Background: an optimization exercise with open tools, aiming at small area, a short achievable clock period and few clock cycles per item. Do not read the settings as production practice.
The RTL was checked by simulation tests, not by an equivalence proof against the original design.
Power and IR drop assume default switching activity.

## job 5529
Design modbus_engine, start of the top module:
module modbus_engine #(
    parameter N_COIL    = 64,
    parameter N_DI      = 32,
    parameter N_HR      = 32,
    parameter N_IR      = 16,
    parameter BASE_COIL = 16'h0010,
    parameter BASE_DI   = 16'h0200,
    parameter BASE_HR   = 16'h0100,
    parameter BASE_IR   = 16'h0300,
    parameter EXC_ADDR  = 8'h02
) (
    input  wire               clk,
    input  wire               rst,
    input  wire               rx_valid,
    input  wire [7:0]         rx_data,
    output wire               rx_ready,
    output wire               tx_valid,
    output wire [7:0]         tx_data,
    output wire               tx_last,
    input  wire               tx_ready,
    input  wire [N_DI-1:0]    di_in,
    input  wire [16*N_IR-1:0] ir_in
);
    integer i, b;
    reg         rdy_q;       
    reg         fld_q;       
    reg  [4:0]  pos;         
    reg  [15:0] rem;         
    reg         rem1;        
    reg         rhz;         
    reg         z5;          
    reg         decided;     
    reg         dec_q;       
    reg         short_q;     
    reg         pend;        
    reg  [1:0]  rc_q;        
    reg         p_hr, p_coil, p_reg;  
    reg         rc_ok;       
    reg         ex_q;        
    reg         ex2_q;       
    reg         rst_q;       
    reg         hdr_ok;      
    reg         tstarted;    
    reg  [7:0]  f0, f1, f2, f3, f6, f7, f8, f9, f10, f11, f12, f13, f14, f15, f16;
    reg  [6:0]  wleft;       
    reg  [5:0]  wptr;        
    reg         w0f;         
  ...
Size in the first run: ~0.046 mm2 of cells after synthesis.
export LEC_CHECK = 0
export CAP_MARGIN = 70
export CORE_MARGIN = 2
export CORE_UTILIZATION = 50
export CTS_CLUSTER_DIAMETER = 70
export CTS_CLUSTER_SIZE = 30
export PLACE_DENSITY = 0.6
export SLEW_MARGIN = 70
create_clock -name core_clock -period 12.0 [get_ports {clk}]
standard.sh (not shown) runs the stock make flow with config.mk's settings and CLKGATE_MAP_FILE= SYNTH_SCRIPT=/design/flow/synth_recipe.tcl, a recipe that flattens the netlist after the stock synthesis.
==> flow/flow/run.sh <==
#!/bin/bash
# The standard layout; only the port buffer cell is chosen here (buf_2
# instead of the buffer ORFS picks by default). Every tool's output goes to
# standard.log in this folder.
export BUFFER_PORTS_ARGS="-buffer_cell sky130_fd_sc_hd__buf_2"
bash standard.sh > standard.log 2>&1
Job 5529: PASS, flow complete, no timing, DRC or antenna violations
Testbench counts of job 5529, summed over its fixed seeds: cycles 64,209, items 3,200.
What job 3768 does differently from job 5529 at the input level:
Settings: swapping 70 for 60 in SLEW_MARGIN; swapping 0.6 for 0.5 in PLACE_DENSITY; swapping 70 for 60 in CAP_MARGIN.
Notes after the runs:
- For job 5529, the last element of the critical path was rgc_r, unlike job 3768, where it was d0[6].
- Lower combinational power goes to job 3768 over job 5529.
- Count of non-filler cells in the finished layout: job 3768 < job 5529
- [compare] base=job 5529 new=job 3768: horizontal die dimension stayed essentially flat, worst setup slack moved down.
The inputs of job 6904 differ from those of job 3768 as listed below.
Settings: PLACE_DENSITY changed from 0.5 to 0.6; CAP_MARGIN changed from 60 to 50; SLEW_MARGIN changed from 60 to 50.
--- outcome ---
- Diff job 3768 -> job 6904 | relative max-transition margin | decrease of 7.9 points
- Higher fraction of layout cells with a size suffix above 1 among job 6904 and job 3768: job 3768
- The overall global routing resource usage was comparable across job 6904 and job 3768.
- Power density over cell area | job 6904 below job 3768
- Job 3768 -> job 6904: wire length of the first global-routing pass flat
- As far as total overflow reported by the global router goes, job 6904 and job 3768 are indistinguishable; the numbers are identical.
- Comparing number of inserted filler cells in the final layout for job 6904 and job 3768, the smaller number came from job 6904.
--- input diff job 6904..job 6827 ---
Settings: CTS_CLUSTER_DIAMETER now 80, was 70; SLEW_MARGIN now 60, was 50; CAP_MARGIN now 60, was 50; CTS_CLUSTER_SIZE now 32, was 30.
- Job 6827 finished end to end and its layout was clean on timing, DRC and antenna.
- Density: job 6827 denser than job 6904
- Run comparison: job 6827 beginning of the critical path rx_data[0]; job 6904 beginning of the critical path o[0]
- According to the power report, total power for job 6827 is lower than for job 6904.
- On met1 routed wirelength after detailed routing, job 6904 and job 6827 are basically level.
- Static leakage essentially unchanged between job 6904 and job 6827.
- Run comparison: job 6827 highest-delay cell along the critical path sky130_fd_sc_hd__buf_2; job 6904 highest-delay cell along the critical path sky130_fd_sc_hd__or4_1
- Relative to job 6904, the highest clock rate measured on job 6827 has increased by a few percent.

[afterwards: timing with drivers on the ports]
How much do the figures lean on ideal ports? The routed layouts below were timed once more, with nothing changed but the port constraints.
Step 1, drivers: a clkbuf_16 drives clk and a buf_2 each remaining input, both assumed.
Step 2 also shifts input and output timing later by t, the mid clock arrival at the registers, as if the neighbouring blocks saw the same clock.
a / b / c = ideal / step 1 / step 2; a / b = the first two.
run	t (ns)	setup slack, ns	worst setup path at the end	worst slew at a driven data input, ns	cell pins on the clock port's net
job 5529	0.719	8.235 / 8.277 / 7.561	input to register	0.20	1
job 3768	0.744	8.168 / 8.168 / 7.495	input to register	0.15	1
job 6904	0.732	8.046 / 8.046 / 7.460	input to register	0.17	1
job 6827	0.704	8.243 / 8.287 / 7.584	input to register	0.18	1
After both steps setup and hold are still met in every run listed. The setup slack of job 5529, which loses most, moves by +0.042 ns with the drivers and by -0.674 ns with both steps.
